Background: an optimization exercise with open tools, aiming at small area, a short achievable clock period and few clock cycles. Do not read the settings as production practice. Only simulation tests tie the RTL to the original design; equivalence was not proved.

## flow/design.v (module list and top-level ports; edited modules follow where they fit)
// module pif_fadd: 106 lines
// module pif_faddsub: 129 lines
// module pif_fmul: 107 lines
// module pif_mul24_cs: 2028 lines
// module pif_fft: 195 lines
module pif_fft (
    input  wire        clk,
    input  wire        rst,
    input  wire        start,
    input  wire [3:0]  log2n,       
    output wire        ready,
    output reg         done,
    output reg         fault,       
    output reg         cb_rd_en,
    output reg  [11:0] cb_rd_addr,
    input  wire [63:0] cb_rd_data,
    output reg         cb_wr_en,
    output reg  [11:0] cb_wr_addr,
    output reg  [63:0] cb_wr_data,
    output reg         tw_rd_en,
    output reg  [10:0] tw_rd_addr,
    input  wire [63:0] tw_rd_data
);
  // ...
==> flow/flow/run.sh <==
#!/bin/bash
# The standard layout (standard.sh, unchanged synthesis and steps), with
# the input and output port buffers that the standard flow inserts made of
# sky130_fd_sc_hd__buf_2 instead of ORFS's default choice. The full output
# of the ORFS run goes to standard.log here; ORFS's per-step logs are under
# orfs/logs/.
set -euo pipefail
export BUFFER_PORTS_ARGS="-buffer_cell sky130_fd_sc_hd__buf_2"
bash standard.sh finish > standard.log 2>&1
==> flow/standard.sh <==
#!/bin/bash
# synth_recipe.tcl (not shown) runs the flow's synth.tcl, then flattens the netlist and writes it again
# the make line also repeats each setting of config.mk as NAME=value (left out here)
make -C /OpenROAD-flow-scripts/flow DESIGN_CONFIG=/design/flow/config.mk WORK_HOME=/design/flow/orfs CLKGATE_MAP_FILE= SYNTH_SCRIPT=/design/flow/synth_recipe.tcl "${@:-finish}"
==> flow/config.mk <==
export PLATFORM = sky130hd
export DESIGN_NAME = pif_fft
export DESIGN_NICKNAME = pif_fft
export VERILOG_FILES = /design/flow/design.v
export SDC_FILE = /design/flow/constraint.sdc
export NUM_CORES = 4
export LEC_CHECK = 0
export CAP_MARGIN = 20
export CORE_MARGIN = 2
export CORE_UTILIZATION = 60
export CTS_CLUSTER_DIAMETER = 120
export CTS_CLUSTER_SIZE = 20
export SLEW_MARGIN = 20
==> flow/constraint.sdc <==
create_clock -name core_clock -period 22.0 [get_ports {clk}]
set_input_delay 4.4000 -clock core_clock [delete_from_list [all_inputs] [get_ports {clk}]]
set_output_delay 4.4000 -clock core_clock [all_outputs]
set_load 0.01 [all_outputs]
==> impl_metrics.json, run 1 <==
{
  "outcome": "finished clean",
  "endpoint": "u_p.r_cy",
  "taps": 2325,
  "cp_common_cell": "fa_1",
  "synth_fa_ha_area_frac": 0.249,
  "non_clock_buffer_area_share": 0.0219,
  "stdcell_area_um2": 110000,
  "top_regs": "cb_wr_data: 64 flops, w_r: 64 flops",
  "yosysWarnings": 4,
  "syn_area_um2": 105000,
  "final_cell_mix": "inv_1 (1,615), dfxtp_1 (1,015), fa_1 (991)",
  "timing.final.crit_share": 0.280,
  "grt_antenna_before_repair": 32,
  "start_util": 0.603,
  "syn_inst": 11636,
  "ctsResizeCount": 0,
  "vias": 84537,
  "area.sequential_um2": 27100,
  "cp-start-kind": "flip-flop",
  "grt_max_degree": 74,
  "synth-edff-count": 213,
  "dr.pass1.iters": 6,
  "tightest_slew_ps": 1150,
  "setup_slack_ps": 15840,
  "worst-setup-path-type": "reg2reg",
  "cp_data_required_time_ps": 22610,
  "dr_wl_met2_mm": 147,
  "grt_pass1_vias": 84732,
  "finalSetupViolations": 0,
  "path_clk_slew_ps": 80,
  "port_buffers": 239
}
Testbench counts, summed over its fixed seeds: cycles 121,046.
==> module pif_fmul, before the edit <==
module pif_fmul (
    input  wire        clk,
    input  wire [31:0] a,
    input  wire [31:0] b,
    output reg  [31:0] y
);
    wire        s  = a[31] ^ b[31];
    wire [7:0]  ea = a[30:23];
    wire [7:0]  eb = b[30:23];
    wire [22:0] fa = a[22:0];
    wire [22:0] fb = b[22:0];
    wire a_nan  = (ea == 8'hFF) && (fa != 0);
    wire b_nan  = (eb == 8'hFF) && (fb != 0);
    wire a_inf  = (ea == 8'hFF) && (fa == 0);
    wire b_inf  = (eb == 8'hFF) && (fb == 0);
    wire a_zero = (a[30:0] == 0);
    wire b_zero = (b[30:0] == 0);
    wire [23:0] ma = {ea != 0, fa};
    wire [23:0] mb = {eb != 0, fb};
    reg [4:0] lza, lzb, tza, tzb;
    integer i;
    always @(*) begin
        lza = 5'd0; lzb = 5'd0; tza = 5'd0; tzb = 5'd0;
        for (i = 0; i < 24; i = i + 1) begin
            if (ma[i]) lza = 23 - i;
            if (mb[i]) lzb = 23 - i;
        end
        for (i = 23; i >= 0; i = i - 1) begin
            if (ma[i]) tza = i;
            if (mb[i]) tzb = i;
        end
    end
    wire signed [10:0] E   = $signed({3'b000, (ea == 0) ? 8'd1 : ea})
                           + $signed({3'b000, (eb == 0) ? 8'd1 : eb}) - 11'sd127;
    wire [47:0] ps, pc;
    pif_mul24_cs u_mul (.a(ma), .b(mb), .s(ps), .c(pc));
    wire [16:0] lo = {1'b0, ps[15:0]} + {1'b0, pc[15:0]};
    reg  [15:0] r_lo;
    reg  [31:0] r_hs, r_hc;
    reg         r_cy;
    reg  [10:0] r_E;
    reg  [5:0]  r_lzi, r_tz;
    reg         r_s, r_nan, r_inf, r_zero;
    always @(posedge clk) begin
        r_lo    <= lo[15:0];
        r_cy    <= lo[16];
        r_hs    <= ps[47:16];
        r_hc    <= pc[47:16];
        r_E     <= E;
        r_lzi   <= {1'b0, lza} + {1'b0, lzb};
        r_tz    <= {1'b0, tza} + {1'b0, tzb};
        r_s     <= s;
        r_nan   <= a_nan || b_nan || (a_inf && b_zero) || (b_inf && a_zero);
        r_inf   <= a_inf || b_inf;
        r_zero  <= a_zero || b_zero;
    end
    wire signed [10:0] E2    = r_E;
    wire               lmode = (E2 >= $signed({5'd0, r_lzi}));
    wire signed [10:0] sh    = lmode ? $signed({5'd0, r_lzi})
                             : ((E2 < -11'sd25) ? -11'sd25 : E2);
    wire        [10:0] t_w   = 11'sd23 - sh;                  
    wire signed [10:0] eA    = E2 + 11'sd1 - $signed({5'd0, r_lzi});
    wire        [5:0]  t     = t_w[5:0];
    wire [31:0] hi = r_hs + r_hc + {31'd0, r_cy};
    wire [47:0] p  = {hi, r_lo};
    wire [48:0] q  = {p, 1'b0};
    wire [48:0] w  = q >> t;
    reg  [25:0] r2_w;
    reg         r2_st0, r2_st1;
    reg  [7:0]  r2_eA;
    reg         r2_ovfA, r2_ovfB, r2_eAge2, r2_lmode, r2_s;
    reg         r2_nan, r2_inf, r2_zero;
    always @(posedge clk) begin
        r2_w     <= w[25:0];
        r2_st0   <= {1'b0, r_tz} < {1'b0, t};
        r2_st1   <= ({1'b0, r_tz} + 7'd1) < {1'b0, t};
        r2_eA    <= eA[7:0];
        r2_ovfA  <= (eA >= 11'sd255);
        r2_ovfB  <= (eA >= 11'sd256);
        r2_eAge2 <= (eA >= 11'sd2);
        r2_lmode <= lmode;
        r2_s     <= r_s;
        r2_nan   <= r_nan;
        r2_inf   <= r_inf;
        r2_zero  <= r_zero;
    end
    wire        extra  = ~r2_w[25] & r2_lmode & r2_eAge2;
    wire [23:0] m_keep = extra ? r2_w[24:1] : r2_w[25:2];
    wire        g      = extra ? r2_w[0] : r2_w[1];
    wire        st     = extra ? r2_st1 : r2_st0;
    wire        rnd    = g & (st | m_keep[0]);
    wire [7:0]  e_field = r2_w[25] ? r2_eA : (extra ? r2_eA - 8'd1 : 8'd0);
    wire        ovf    = r2_w[25] ? r2_ovfA : (extra & r2_ovfB);
    wire [30:0] mag    = {e_field, m_keep[22:0]} + {30'd0, rnd};
    always @(posedge clk) begin
        if (r2_nan)
            y <= 32'h7FC00000;
        else if (r2_inf)
            y <= {r2_s, 8'hFF, 23'd0};
        else if (r2_zero)
            y <= {r2_s, 31'd0};
        else if (ovf)
            y <= {r2_s, 8'hFF, 23'd0};
        else
            y <= {r2_s, mag};
    end
endmodule
==> module pif_fft, before the edit <==
module pif_fft (
    input  wire        clk,
    input  wire        rst,
    input  wire        start,
    input  wire [3:0]  log2n,       
    output wire        ready,
    output reg         done,
    output reg         fault,       
    output reg         cb_rd_en,
    output reg  [11:0] cb_rd_addr,
    input  wire [63:0] cb_rd_data,
    output reg         cb_wr_en,
    output reg  [11:0] cb_wr_addr,
    output reg  [63:0] cb_wr_data,
    output reg         tw_rd_en,
    output reg  [10:0] tw_rd_addr,
    input  wire [63:0] tw_rd_data
);
    localparam [2:0] S_IDLE = 3'd0,
                     S_RUN  = 3'd1,    
                     S_GAP  = 3'd2,    
                     S_DRN  = 3'd3,    
                     S_SET  = 3'd4;    
    reg  [2:0]  state;
    reg  [3:0]  order;       
    reg         ph;
    reg  [11:0] i1;          
    reg  [11:0] lbit;        
    reg  [11:0] nmask;       
    reg  [10:0] tw;          
    reg  [11:0] ts;          
    reg  [10:0] twmask;      
    reg  [2:0]  gapn;        
    reg  [2:0]  gcnt;
    reg  [3:0]  dcnt;
    reg  [11:0] ra_cur, ra_prev, ra2;
    reg  [11:0] wi1, wlbit;
    reg  [12:0] vsr;         
    reg         ready_r;     
    assign ready = ready_r;
    wire [12:0] i1_inc  = {1'b0, i1 | lbit} + 13'd1;
    wire [12:0] i1_nx   = i1_inc & ~{1'b0, lbit};
    wire        i1_wrap = &(i1 | lbit | ~nmask);
    wire        last_st = ~|({lbit, 1'b0} & {1'b0, nmask});    
    wire [12:0] wi1_inc = {1'b0, wi1 | wlbit} + 13'd1;
    wire [12:0] wi1_nx  = wi1_inc & ~{1'b0, wlbit};
    wire        wi1_wrap = &(wi1 | wlbit | ~nmask);
    reg  wrap_q, last_q;
    wire issue = (state == S_RUN) && !ph;
    always @(posedge clk) begin
        if (rst) begin
            state    <= S_IDLE;
            ready_r  <= 1'b1;
            done     <= 1'b0;
            fault    <= 1'b0;
            cb_rd_en <= 1'b0;
            cb_wr_en <= 1'b0;
            tw_rd_en <= 1'b0;
            vsr      <= 13'd0;
            ph       <= 1'b0;
        end else begin
            done     <= 1'b0;
            ph       <= ~ph;
            vsr      <= {vsr[11:0], issue};
            tw_rd_en <= 1'b0;
            cb_rd_en <= 1'b0;
            cb_wr_en <= 1'b0;
            if (!ph) begin
                cb_rd_en   <= issue;
                tw_rd_en   <= issue;
                cb_rd_addr <= i1 | lbit;
                tw_rd_addr <= tw;
                ra2        <= ra_prev;
                ra_prev    <= ra_cur;
                ra_cur     <= i1;
                cb_wr_en   <= vsr[11];
                cb_wr_addr <= wi1 | wlbit;
            end else begin
                wrap_q     <= i1_wrap;
                last_q     <= last_st;
                tw_rd_en   <= vsr[0];
                cb_rd_en   <= vsr[4];
                cb_rd_addr <= ra2;
                cb_wr_en   <= vsr[12];
                cb_wr_addr <= wi1;
                if (vsr[12]) begin
                    if (wi1_wrap) begin
                        wi1   <= 12'd0;
                        wlbit <= {wlbit[10:0], 1'b0};
                    end else begin
                        wi1   <= wi1_nx[11:0];
                    end
                end
            end
            case (state)
                S_IDLE: begin
                    if (start) begin
                        order   <= log2n;
                        state   <= S_SET;
                        ready_r <= 1'b0;
                    end
                end
                S_SET: begin
                    ph     <= 1'b0;
                    i1     <= 12'd0;
                    lbit   <= 12'd1;
                    wi1    <= 12'd0;
                    wlbit  <= 12'd1;
                    tw     <= 11'd0;
                    nmask  <= (12'd1 << order) - 12'd1;
                    wrap_q <= (order == 4'd1);
                    last_q <= (order == 4'd1);
                    ts     <= 12'd1 << (order - 4'd1);
                    twmask <= (11'd1 << (order - 4'd1)) - 11'd1;
                    gapn   <= (order == 4'd2) ? 3'd6 :
                              (order == 4'd3) ? 3'd5 :
                              (order == 4'd4) ? 3'd3 : 3'd0;
                    if (order > 4'd12) begin
                        done    <= 1'b1;
                        fault   <= 1'b1;
                        state   <= S_IDLE;
                        ready_r <= 1'b1;
                    end else if (order == 4'd0) begin
                        done    <= 1'b1;
                        fault   <= 1'b0;
                        state   <= S_IDLE;
                        ready_r <= 1'b1;
                    end else begin
                        fault   <= 1'b0;
                        state   <= S_RUN;
                    end
                end
                S_RUN: begin
                    if (!ph) begin
                        if (wrap_q) begin
                            i1   <= 12'd0;
                            tw   <= 11'd0;
                            lbit <= {lbit[10:0], 1'b0};
                            ts   <= {1'b0, ts[11:1]};
                            gcnt <= gapn;
                            if (last_q) begin
                                dcnt  <= 4'd13;
                                state <= S_DRN;
                            end else if (gapn != 3'd0) begin
                                state <= S_GAP;
                            end
                        end else begin
                            i1 <= i1_nx[11:0];
                            tw <= (tw + ts[10:0]) & twmask;
                        end
                    end
                end
                S_GAP: begin
                    if (!ph) begin
                        gcnt <= gcnt - 3'd1;
                        if (gcnt == 3'd1) state <= S_RUN;
                    end
                end
                S_DRN: begin
                    dcnt <= dcnt - 4'd1;
                    if (dcnt == 4'd1) begin
                        done    <= 1'b1;
                        state   <= S_IDLE;
                        ready_r <= 1'b1;
                    end
                end
                default: begin
                    state   <= S_IDLE;
                    ready_r <= 1'b1;
                end
            endcase
        end
    end
    reg  [31:0] opb_p, opb_q, are, aim, aop, yd, zd1, zd2;
    reg  [63:0] w_r;
    always @(posedge clk) begin
        opb_p <= ph ? opb_q : cb_rd_data[31:0];
        opb_q <= ph ? opb_p : cb_rd_data[63:32];
        w_r   <= tw_rd_data;
        are   <= cb_rd_data[31:0];
        if (ph) aim <= cb_rd_data[63:32];
        aop   <= ph ? aim : are;
    end
    wire [31:0] p_y, q_y, x_y, yp, ym;
    pif_fmul u_p (.clk(clk), .a(w_r[31:0]),  .b(opb_p), .y(p_y));
    pif_fmul u_q (.clk(clk), .a(w_r[63:32]), .b(opb_q), .y(q_y));
    pif_fadd    u_x  (.clk(clk), .a(p_y), .b(q_y), .sub(~ph), .y(x_y));
    pif_faddsub u_yz (.clk(clk), .a(aop), .b(x_y), .yp(yp), .ym(ym));
    always @(posedge clk) begin
        yd  <= ym;
        zd1 <= yp;
        zd2 <= zd1;
        cb_wr_data <= ph ? {zd1, zd2} : {ym, yd};
    end
endmodule
==> run 2, diff against run 1 <==
--- a/flow/design.v
+++ b/flow/design.v
@@ -270,7 +270,7 @@
     wire [47:0] ps, pc;
     pif_mul24_cs u_mul (.a(ma), .b(mb), .s(ps), .c(pc));
-    wire [16:0] lo = {1'b0, ps[15:0]} + {1'b0, pc[15:0]};
-    reg  [15:0] r_lo;
-    reg  [31:0] r_hs, r_hc;
+    wire [12:0] lo = {1'b0, ps[11:0]} + {1'b0, pc[11:0]};
+    reg  [11:0] r_lo;
+    reg  [35:0] r_hs, r_hc;
     reg         r_cy;
     reg  [10:0] r_E;
@@ -278,8 +278,8 @@
     reg         r_s, r_nan, r_inf, r_zero;
     always @(posedge clk) begin
-        r_lo    <= lo[15:0];
-        r_cy    <= lo[16];
-        r_hs    <= ps[47:16];
-        r_hc    <= pc[47:16];
+        r_lo    <= lo[11:0];
+        r_cy    <= lo[12];
+        r_hs    <= ps[47:12];
+        r_hc    <= pc[47:12];
         r_E     <= E;
         r_lzi   <= {1'b0, lza} + {1'b0, lzb};
@@ -297,5 +297,5 @@
     wire signed [10:0] eA    = E2 + 11'sd1 - $signed({5'd0, r_lzi});
     wire        [5:0]  t     = t_w[5:0];
-    wire [31:0] hi = r_hs + r_hc + {31'd0, r_cy};
+    wire [35:0] hi = r_hs + r_hc + {35'd0, r_cy};
     wire [47:0] p  = {hi, r_lo};
     wire [48:0] q  = {p, 1'b0};
@@ -2433,38 +2433,16 @@
             ph       <= ~ph;
             vsr      <= {vsr[11:0], issue};
-            tw_rd_en <= 1'b0;
-            cb_rd_en <= 1'b0;
-            cb_wr_en <= 1'b0;
             if (!ph) begin
-                cb_rd_en   <= issue;
-                tw_rd_en   <= issue;
-                cb_rd_addr <= i1 | lbit;
-                tw_rd_addr <= tw;
-                ra2        <= ra_prev;
-                ra_prev    <= ra_cur;
-                ra_cur     <= i1;
-                cb_wr_en   <= vsr[11];
-                cb_wr_addr <= wi1 | wlbit;
+                cb_rd_en <= issue;
+                tw_rd_en <= issue;
+                cb_wr_en <= vsr[11];
             end else begin
-                wrap_q     <= i1_wrap;
-                last_q     <= last_st;
-                tw_rd_en   <= vsr[0];
-                cb_rd_en   <= vsr[4];
-                cb_rd_addr <= ra2;
-                cb_wr_en   <= vsr[12];
-                cb_wr_addr <= wi1;
-                if (vsr[12]) begin
-                    if (wi1_wrap) begin
-                        wi1   <= 12'd0;
-                        wlbit <= {wlbit[10:0], 1'b0};
-                    end else begin
-                        wi1   <= wi1_nx[11:0];
-                    end
-                end
+                tw_rd_en <= vsr[0];
+                cb_rd_en <= vsr[4];
+                cb_wr_en <= vsr[12];
             end
             case (state)
                 S_IDLE: begin
                     if (start) begin
-                        order   <= log2n;
                         state   <= S_SET;
                         ready_r <= 1'b0;
@@ -2472,18 +2450,5 @@
                 end
                 S_SET: begin
-                    ph     <= 1'b0;
-                    i1     <= 12'd0;
-                    lbit   <= 12'd1;
-                    wi1    <= 12'd0;
-                    wlbit  <= 12'd1;
-                    tw     <= 11'd0;
-                    nmask  <= (12'd1 << order) - 12'd1;
-                    wrap_q <= (order == 4'd1);
-                    last_q <= (order == 4'd1);
-                    ts     <= 12'd1 << (order - 4'd1);
-                    twmask <= (11'd1 << (order - 4'd1)) - 11'd1;
-                    gapn   <= (order == 4'd2) ? 3'd6 :
-                              (order == 4'd3) ? 3'd5 :
-                              (order == 4'd4) ? 3'd3 : 3'd0;
+                    ph <= 1'b0;
                     if (order > 4'd12) begin
                         done    <= 1'b1;
@@ -2502,31 +2467,15 @@
                 end
                 S_RUN: begin
-                    if (!ph) begin
-                        if (wrap_q) begin
-                            i1   <= 12'd0;
-                            tw   <= 11'd0;
-                            lbit <= {lbit[10:0], 1'b0};
-                            ts   <= {1'b0, ts[11:1]};
-                            gcnt <= gapn;
-                            if (last_q) begin
-                                dcnt  <= 4'd13;
-                                state <= S_DRN;
-                            end else if (gapn != 3'd0) begin
-                                state <= S_GAP;
-                            end
-                        end else begin
-                            i1 <= i1_nx[11:0];
-                            tw <= (tw + ts[10:0]) & twmask;
-                        end
+                    if (!ph && wrap_q) begin
+                        if (last_q)
+                            state <= S_DRN;
+                        else if (gapn != 3'd0)
+                            state <= S_GAP;
                     end
                 end
                 S_GAP: begin
-                    if (!ph) begin
-                        gcnt <= gcnt - 3'd1;
-                        if (gcnt == 3'd1) state <= S_RUN;
-                    end
+                    if (!ph && gcnt == 3'd1) state <= S_RUN;
                 end
                 S_DRN: begin
-                    dcnt <= dcnt - 4'd1;
                     if (dcnt == 4'd1) begin
                         done    <= 1'b1;
@@ -2542,4 +2491,69 @@
         end
     end
+    always @(posedge clk) begin
+        if (!ph) begin
+            cb_rd_addr <= i1 | lbit;
+            tw_rd_addr <= tw;
+            ra2        <= ra_prev;
+            ra_prev    <= ra_cur;
+            ra_cur     <= i1;
+            cb_wr_addr <= wi1 | wlbit;
+        end else begin
+            wrap_q     <= i1_wrap;
+            last_q     <= last_st;
+            cb_rd_addr <= ra2;
+            cb_wr_addr <= wi1;
+            if (vsr[12]) begin
+                if (wi1_wrap) begin
+                    wi1   <= 12'd0;
+                    wlbit <= {wlbit[10:0], 1'b0};
+                end else begin
+                    wi1   <= wi1_nx[11:0];
+                end
+            end
+        end
+        case (state)
+            S_IDLE: begin
+                order <= log2n;
+            end
+            S_SET: begin
+                i1     <= 12'd0;
+                lbit   <= 12'd1;
+                wi1    <= 12'd0;
+                wlbit  <= 12'd1;
+                tw     <= 11'd0;
+                nmask  <= (12'd1 << order) - 12'd1;
+                wrap_q <= (order == 4'd1);
+                last_q <= (order == 4'd1);
+                ts     <= 12'd1 << (order - 4'd1);
+                twmask <= (11'd1 << (order - 4'd1)) - 11'd1;
+                gapn   <= (order == 4'd2) ? 3'd6 :
+                          (order == 4'd3) ? 3'd5 :
+                          (order == 4'd4) ? 3'd3 : 3'd0;
+            end
+            S_RUN: begin
+                if (!ph) begin
+                    if (wrap_q) begin
+                        i1   <= 12'd0;
+                        tw   <= 11'd0;
+                        lbit <= {lbit[10:0], 1'b0};
+                        ts   <= {1'b0, ts[11:1]};
+                        gcnt <= gapn;
+                        dcnt <= 4'd13;
+                    end else begin
+                        i1 <= i1_nx[11:0];
+                        tw <= (tw + ts[10:0]) & twmask;
+                    end
+                end
+            end
+            S_GAP: begin
+                if (!ph) gcnt <= gcnt - 3'd1;
+            end
+            S_DRN: begin
+                dcnt <= dcnt - 4'd1;
+            end
+            default: ;
+        endcase
+    end
     reg  [31:0] opb_p, opb_q, are, aim, aop, yd, zd1, zd2;
     reg  [63:0] w_r;
==> run 2 against run 1 <==
Die area up 0.17%. Still clean. Register-to-register slack improved by 310 ps. Critical path depth unchanged. Sequential cell count increased by 8. Synthesized area up 0.17%. Count of clock-buffer cells in the layout increased by 6. Via count about the same.
==> impl_metrics.json, run 2 <==
{
  "port_buffers": 239,
  "grt-ovfl-total": 0,
  "fin_crit_ps": 5850,
  "grt_pass1_vias": 83725,
  "top_regs": "cb_wr_data: 64 flops, w_r: 64 flops",
  "fin_hold_ws_ps": 316,
  "tns_ps": 0,
  "final_cell_mix": "inv_1 (1,627), dfxtp_1 (1,068), fa_1 (991)",
  "die_w_um": 422,
  "finalMaxSlewViolations": 0,
  "layout-drive-gt1-share": 0.0816,
  "hold_viol_final": 0,
  "vias": 84592,
  "crit_buf_inv": 5,
  "area.sequential_um2": 26700,
  "start_util": 0.604,
  "avgSynthCellArea_um2": 8.92,
  "worstPathCellList": "nor4_1 -> nand2_1 -> buf_4 -> and2_1 -> fa_1 -> inv_1 -> fa_1 -> fa_1 -> inv_1 -> fa_1 -> fa_1 -> inv_1 -> fa_1 -> inv_1 -> fa_1",
  "arrival_ps": 6480,
  "synth_fp_nets": 13389,
  "viasPerCell": 6.06,
  "muxShareOfSynthArea": 0.0743,
  "synthArstFlopShare": 0,
  "cts_buffers": 78,
  "fp-row-count": 153,
  "rsz0062_at_grt": "false",
  "worst-setup-path-type": "reg2reg",
  "cts_setup_buffers": 0,
  "cp_data_required_time_ps": 22630,
  "synth_top_family_by_area": "adder cells",
  "yosysSeqAreaShare": 0.255,
  "ctsResizeCount": 0,
  "timing.final.crit_share": 0.266,
  "fin_nets": 13196,
  "clockRootBuffer": "clkbuf_16",
  "synth_top_area_share": 0.207,
  "multi_input_area_um2": 69500,
  "grt_use_total": 0.353,
  "cts_sinks": 1252,
  "htree_levels": 3,
  "drt-initial-drc-count": 7550,
  "final_antenna_net_count": 0,
  "syn_inst": 11762,
  "max_slew_margin": 0.256,
  "grt_max_degree": 70,
  "routedWlPerCell_um": 22.9,
  "synth_xor_area_frac": 0.0304,
  "holdCritPathClass": "reg2reg",
  "yosysWarnings": 4,
  "clock-skew-final_ps": 52.9,
  "final_util": 0.634,
  "cp_common_cell": "fa_1",
  "drv_cap": 0,
  "place.detailed.hpwl_mm": 240,
  "fmax_ghz": 0.171,
  "cp-end-kind": "flip-flop",
  "path_delay_family": "adder cells",
  "fillCellCount": 14926,
  "final_common_cell": "inv_1",
  "netlist_top_cells_area": "dfxtp_1 (21%), fa_1 (19%), ha_1 (6.0%), inv_1 (5.8%), and2_1 (5.5%)",
  "fp.dieH_um": 422,
  "cp-start-kind": "flip-flop",
  "stdcell_area_um2": 110000,
  "totalWireLength_mm": 319,
  "tightest_slew_ps": 1110,
  "ys_top_cells_by_count": "inv_1 (1,629), dfxtp_1 (1,087), fa_1 (991)",
  "die_area_um2": 178000,
  "syn_area_um2": 105000,
  "cts_tree": "done",
  "finalSetupViolations": 0,
  "dpl_cell_area_um2": 108000,
  "yosysMostFrequentCell": "inv_1",
  "yosys.cell_types.count": 122,
  "yosysTopAreaCell": "dfxtp_1",
  "outcome": "finished clean",
  "max_stage_delay_ps": 910,
  "dr.pass1.iters": 6,
  "yosys.area_share.simple": 0.179,
  "synth-edff-count": 165,
  "coreArea_um2": 174000,
  "path_max_fanout": 27,
  "remaining_drc_errors": 0,
  "pin_count": 240,
  "grt_antenna_before_repair": 24,
  "grt_first_pass_wirelength_mm": 491,
  "synthToLayoutAreaGrowth_pct": 4.98,
  "path_clk_slew_ps": 100,
  "ctsLongestPathBuffers": 3,
  "insertion_delay_ps": 790,
  "synth_fa_ha_area_frac": 0.249,
  "cp_slowest_cell": "nor4_1",
  "synth_seq_cells": 1252,
  "synth_ff_type": "dfxtp_1",
  "gp_congestion": 0.981,
  "synth-compound-area-share": 0.128,
  "holdBufCountCts": 0
}
run 2: changes by cell type in the layout (fill, tap and decap cells not counted), sizes merged, moves of 23 or more:
cell    change
nand2     +111
o21ai      +43
dfxtp      +56
nor2       -88
edfxtp     -48
nand3      -23
mux2i      -73
mux2       -24
and2       +81
nor2b      +27
run 2: stage by stage:
| step | setup slack, ps | cells |
|---|---|---|
| 2_1_floorplan | 16640 | 11762 |
| 3_3_place_gp | 16290 | 13814 |
| 3_5_place_dp | 16180 | 13814 |
| 4_1_cts | 16130 | 13939 |
| 5_1_grt | 15950 | 13949 |
| 6_report | 16150 | 13956 |
run 2: final cells by class:
cell class / count / area share
Multi-Input combinational cell: 8188 / 0.631
Sequential cell: 1252 / 0.243
Inverter: 1650 / 0.0562
Tap cell: 2325 / 0.0264
Timing Repair Buffer: 399 / 0.0218
Clock buffer: 106 / 0.0190
Clock inverter: 19 / 0.00281
Antenna cell: 17 / 0.000386
run 2: kinds of logic (layout without fill, tap and decap cells):
logic type / after synthesis / count (layout)
simple gates: 3686 / 3686
other cells: 0 / 17
buf+inv: 2322 / 2174
mux: 603 / 603
fa+ha+maj: 1492 / 1492
xor+xnor: 363 / 363
flops: 1252 / 1252
compound gates: 2044 / 2044
run 2: worst paths after layout:
check,start,end,slack (ps),cells past startpoint
min,u_q.r_zero,u_q.r2_zero,320,0
min reg2reg,u_q.r_zero,u_q.r2_zero,320,0
max,w_r[59],u_q.r_hs[14],16150,15
max reg2reg,w_r[59],u_q.r_hs[14],16150,15
run 2: layer usage:
metal / part of all wire / track usage / vias to the layer above
li1: - / - / 38611
met1: 0.41 / 0.469 / 41341
met2: 0.46 / 0.564 / 3841
met3: 0.086 / 0.0647 / 793
met4: 0.051 / 0.156 / 6
met5: 0.000088 / 0 / -
Testbench counts of run 2, summed over its fixed seeds: cycles 121,046.
==> run 3, diff against run 2 <==
--- a/flow/design.v
+++ b/flow/design.v
@@ -268,4 +268,9 @@
     wire signed [10:0] E   = $signed({3'b000, (ea == 0) ? 8'd1 : ea})
                            + $signed({3'b000, (eb == 0) ? 8'd1 : eb}) - 11'sd127;
+    wire        [5:0]  lzi1  = {1'b0, lza} + {1'b0, lzb};
+    wire               lmode1 = (E >= $signed({5'd0, lzi1}));
+    wire signed [10:0] sh1   = lmode1 ? $signed({5'd0, lzi1})
+                             : ((E < -11'sd25) ? -11'sd25 : E);
+    wire        [10:0] t1    = 11'sd23 - sh1;                  
     wire [47:0] ps, pc;
     pif_mul24_cs u_mul (.a(ma), .b(mb), .s(ps), .c(pc));
@@ -275,5 +280,6 @@
     reg         r_cy;
     reg  [10:0] r_E;
-    reg  [5:0]  r_lzi, r_tz;
+    reg  [5:0]  r_lzi, r_tz, r_t;
+    reg         r_lmode;
     reg         r_s, r_nan, r_inf, r_zero;
     always @(posedge clk) begin
@@ -283,5 +289,7 @@
         r_hc    <= pc[47:12];
         r_E     <= E;
-        r_lzi   <= {1'b0, lza} + {1'b0, lzb};
+        r_lzi   <= lzi1;
+        r_t     <= t1[5:0];
+        r_lmode <= lmode1;
         r_tz    <= {1'b0, tza} + {1'b0, tzb};
         r_s     <= s;
@@ -291,10 +299,7 @@
     end
     wire signed [10:0] E2    = r_E;
-    wire               lmode = (E2 >= $signed({5'd0, r_lzi}));
-    wire signed [10:0] sh    = lmode ? $signed({5'd0, r_lzi})
-                             : ((E2 < -11'sd25) ? -11'sd25 : E2);
-    wire        [10:0] t_w   = 11'sd23 - sh;                  
+    wire               lmode = r_lmode;
     wire signed [10:0] eA    = E2 + 11'sd1 - $signed({5'd0, r_lzi});
-    wire        [5:0]  t     = t_w[5:0];
+    wire        [5:0]  t     = r_t;
     wire [35:0] hi = r_hs + r_hc + {35'd0, r_cy};
     wire [47:0] p  = {hi, r_lo};
==> run 3 against run 2 <==
Still clean. Register-to-register slack got worse by 1200 ps.
==> impl_metrics.json, run 3 <==
{
  "outcome": "finished clean",
  "ctsResizeCount": 0,
  "top_regs": "cb_wr_data: 64 flops, w_r: 64 flops",
  "start_util": 0.603,
  "holdBufCountCts": 0,
  "cts_buffers": 78,
  "routedWlPerCell_um": 23.5,
  "synth_seq_cells": 1264,
  "finalMaxSlewViolations": 0,
  "grt-ovfl-total": 0,
  "port_buffers": 239,
  "clockRootBuffer": "clkbuf_16",
  "fin_nets": 13299,
  "insertion_delay_ps": 780,
  "fmax_ghz": 0.142,
  "syn_area_um2": 105000,
  "worstPathCellList": "inv_1 -> ha_1 -> nand4_1 -> nor4_1 -> nand4_1 -> nand2_1 -> a31o_2 -> buf_4 -> mux2i_1 -> xnor2_1 -> buf_4 -> clkinv_1 -> ha_1 -> a211oi_1 -> o21ai_0 -> a211oi_1 -> o31ai_1 -> a32oi_1",
  "ys_top_cells_by_count": "inv_1 (1,629), dfxtp_1 (1,099), fa_1 (989)",
  "layout-drive-gt1-share": 0.0786,
  "yosysTopAreaCell": "dfxtp_1",
  "cts_tree": "done",
  "die_w_um": 422,
  "rsz0062_at_grt": "false",
  "grt_use_total": 0.368,
  "path_clk_slew_ps": 100,
  "final_antenna_net_count": 0,
  "place.detailed.hpwl_mm": 249,
  "tns_ps": 0,
  "max_stage_delay_ps": 960,
  "grt_first_pass_wirelength_mm": 509,
  "crit_buf_inv": 4,
  "coreArea_um2": 174000,
  "die_area_um2": 178000,
  "finalSetupViolations": 0,
  "synth_fp_nets": 13512,
  "max_slew_margin": 0.210,
  "gp_congestion": 0.970,
  "arrival_ps": 7740,
  "synthArstFlopShare": 0,
  "avgSynthCellArea_um2": 8.82,
  "path_max_fanout": 26,
  "syn_inst": 11884,
  "remaining_drc_errors": 0,
  "grt_antenna_before_repair": 40,
  "cp_data_required_time_ps": 22700,
  "clock-skew-final_ps": 46.2,
  "fin_hold_ws_ps": 315,
  "tightest_slew_ps": 1170,
  "yosysMostFrequentCell": "inv_1",
  "htree_levels": 3,
  "drv_cap": 0,
  "cts_sinks": 1264,
  "yosysSeqAreaShare": 0.257,
  "fin_crit_ps": 7040,
  "totalWireLength_mm": 331,
  "setup_slack_ps": 14960,
  "reg2reg_slack_ps": 14960,
  "fp-row-count": 153,
  "grt_pass1_vias": 85651,
  "synth_top_area_share": 0.210,
  "synth_ff_type": "dfxtp_1",
  "synthToLayoutAreaGrowth_pct": 4.98,
  "cp-end-kind": "flip-flop",
  "timing.final.crit_share": 0.320,
  "holdCritPathClass": "reg2reg",
  "post-place-ws_ps": 15120,
  "yosysWarnings": 4,
  "yosys.cell_types.count": 107,
  "final_cell_mix": "inv_1 (1,625), dfxtp_1 (1,085), fa_1 (989)",
  "cts_setup_buffers": 0,
  "cp-start-kind": "flip-flop",
  "ctsLongestPathBuffers": 3,
  "dr.pass1.iters": 7,
  "final_common_cell": "inv_1",
  "grt_max_degree": 88,
  "netlist_top_cells_area": "dfxtp_1 (21%), fa_1 (19%), ha_1 (6.0%), inv_1 (5.8%), and2_1 (5.0%)",
  "fp.dieH_um": 422,
  "cp_slowest_cell": "nor4_1",
  "viasPerCell": 6.10,
  "pin_count": 240,
  "worst-setup-path-type": "reg2reg",
  "hold_viol_final": 0,
  "drt-initial-drc-count": 8060,
  "synth-edff-count": 165,
  "vias": 85780,
  "path_delay_family": "simple AND/OR/NAND/NOR gates"
}
-- run 3: cell count changes after synthesis, sizes merged, moves of 21 or more --
cell | previous run | this run
mux2i | 275 | 302
a211oi | 120 | 141
nor2 | 676 | 847
mux4 | 116 | 89
nor3 | 243 | 221
o211ai | 78 | 52
and2 | 931 | 844
a21oi | 582 | 659
nand2 | 970 | 936
clkbuf | 571 | 606
-- run 3: worst paths after layout --
path                                   from               to  cells after the start
worst max-delay path                aop[16]  u_yz.r_small[0]                     18
worst min-delay path            u_q.r_lmode     u_q.r2_lmode                      0
worst max register to register      aop[16]  u_yz.r_small[0]                     18
worst min register to register  u_q.r_lmode     u_q.r2_lmode                      0
-- run 3: final cells by class --
cell class | instances | area [um2]
multi-input cells | 8278 | 69100
fillers | 14822 | 63700
flip-flops and latches | 1264 | 27000
inverters | 1655 | 6210
well taps | 2325 | 2910
repair buffers | 394 | 2380
clock buffers | 102 | 2040
clock inverters | 19 | 365
diodes | 18 | 45.0
-- run 3: routing by layer --
metal	part of all wire	global-route usage
met1	0.40	0.479
met2	0.46	0.593
met3	0.082	0.0705
met4	0.055	0.170
met5	0.00058	0
-- run 3: cells by family after synthesis --
logic type / synth area share
adder cells (fa/ha/maj): 0.249
AND/OR/NAND/NOR: 0.176
buffers and inverters: 0.0846
flip-flops: 0.257
multiplexers: 0.0715
AO/OA/AOI/OAI: 0.131
XOR/XNOR: 0.0309
-- run 3: worst reg2reg max path: stages, from the launching register on --
cell	delay [ps]
dfxtp_1	490
inv_1	120
ha_1	320
nand4_1	130
nor4_1	960
nand4_1	780
nand2_1	610
a31o_2	180
buf_4	360
mux2i_1	320
xnor2_1	150
buf_4	230
clkinv_1	700
ha_1	610
a211oi_1	300
o21ai_0	140
a211oi_1	230
o31ai_1	110
a32oi_1	190
-- run 3: per-stage QoR --
stage,util,cells,cell area [um2]
2_1_floorplan,-,11884,105000
3_3_place_gp,0.619,13915,108000
3_5_place_dp,0.619,13915,108000
4_1_cts,0.633,14036,110000
5_1_grt,0.633,14044,110000
6_report,0.633,14055,110000
Testbench counts of run 3, summed over its fixed seeds: cycles 121,046.

## port drivers added, routing unchanged
In the flow no input, the clock included, has a driving cell. The finished layouts below were timed again as built, in two steps. Step 1 (the two cells are an assumption about what drives the block):
set clk [get_ports {clk}]
set_driving_cell -lib_cell sky130_fd_sc_hd__clkbuf_16 $clk
set_driving_cell -lib_cell sky130_fd_sc_hd__buf_2 [delete_from_list [all_inputs] $clk]
Step 2 adds t to the input delays and takes it off the output delays; t is the mean of the earliest and latest rising clock arrival at the registers after step 1. Input paths then give back, and output paths get back, about the clock's delay inside the block. Slacks: ideal / step 1 / step 2; pairs: ideal / step 1.
| run | t, ns | setup WS [ns] | hold slack, ns | worst slew at a driven data input, ns | pins driven straight from the clock port |
|---|---|---|---|---|---|
| run 1 | 0.832 | 15.838 / 15.838 / 15.250 | 0.325 / 0.325 / 0.325 | 0.20 | 1 |
| run 2 | 0.850 | 16.151 / 16.093 / 16.151 | 0.316 / 0.316 / 0.316 | 0.18 | 1 |
| run 3 | 0.861 | 14.960 / 14.960 / 14.960 | 0.315 / 0.315 / 0.315 | 0.19 | 1 |
After both steps setup and hold are still met in every run listed. The setup slack of run 1, which loses most, moves by 0.000 ns with the drivers and by -0.588 ns with both steps.
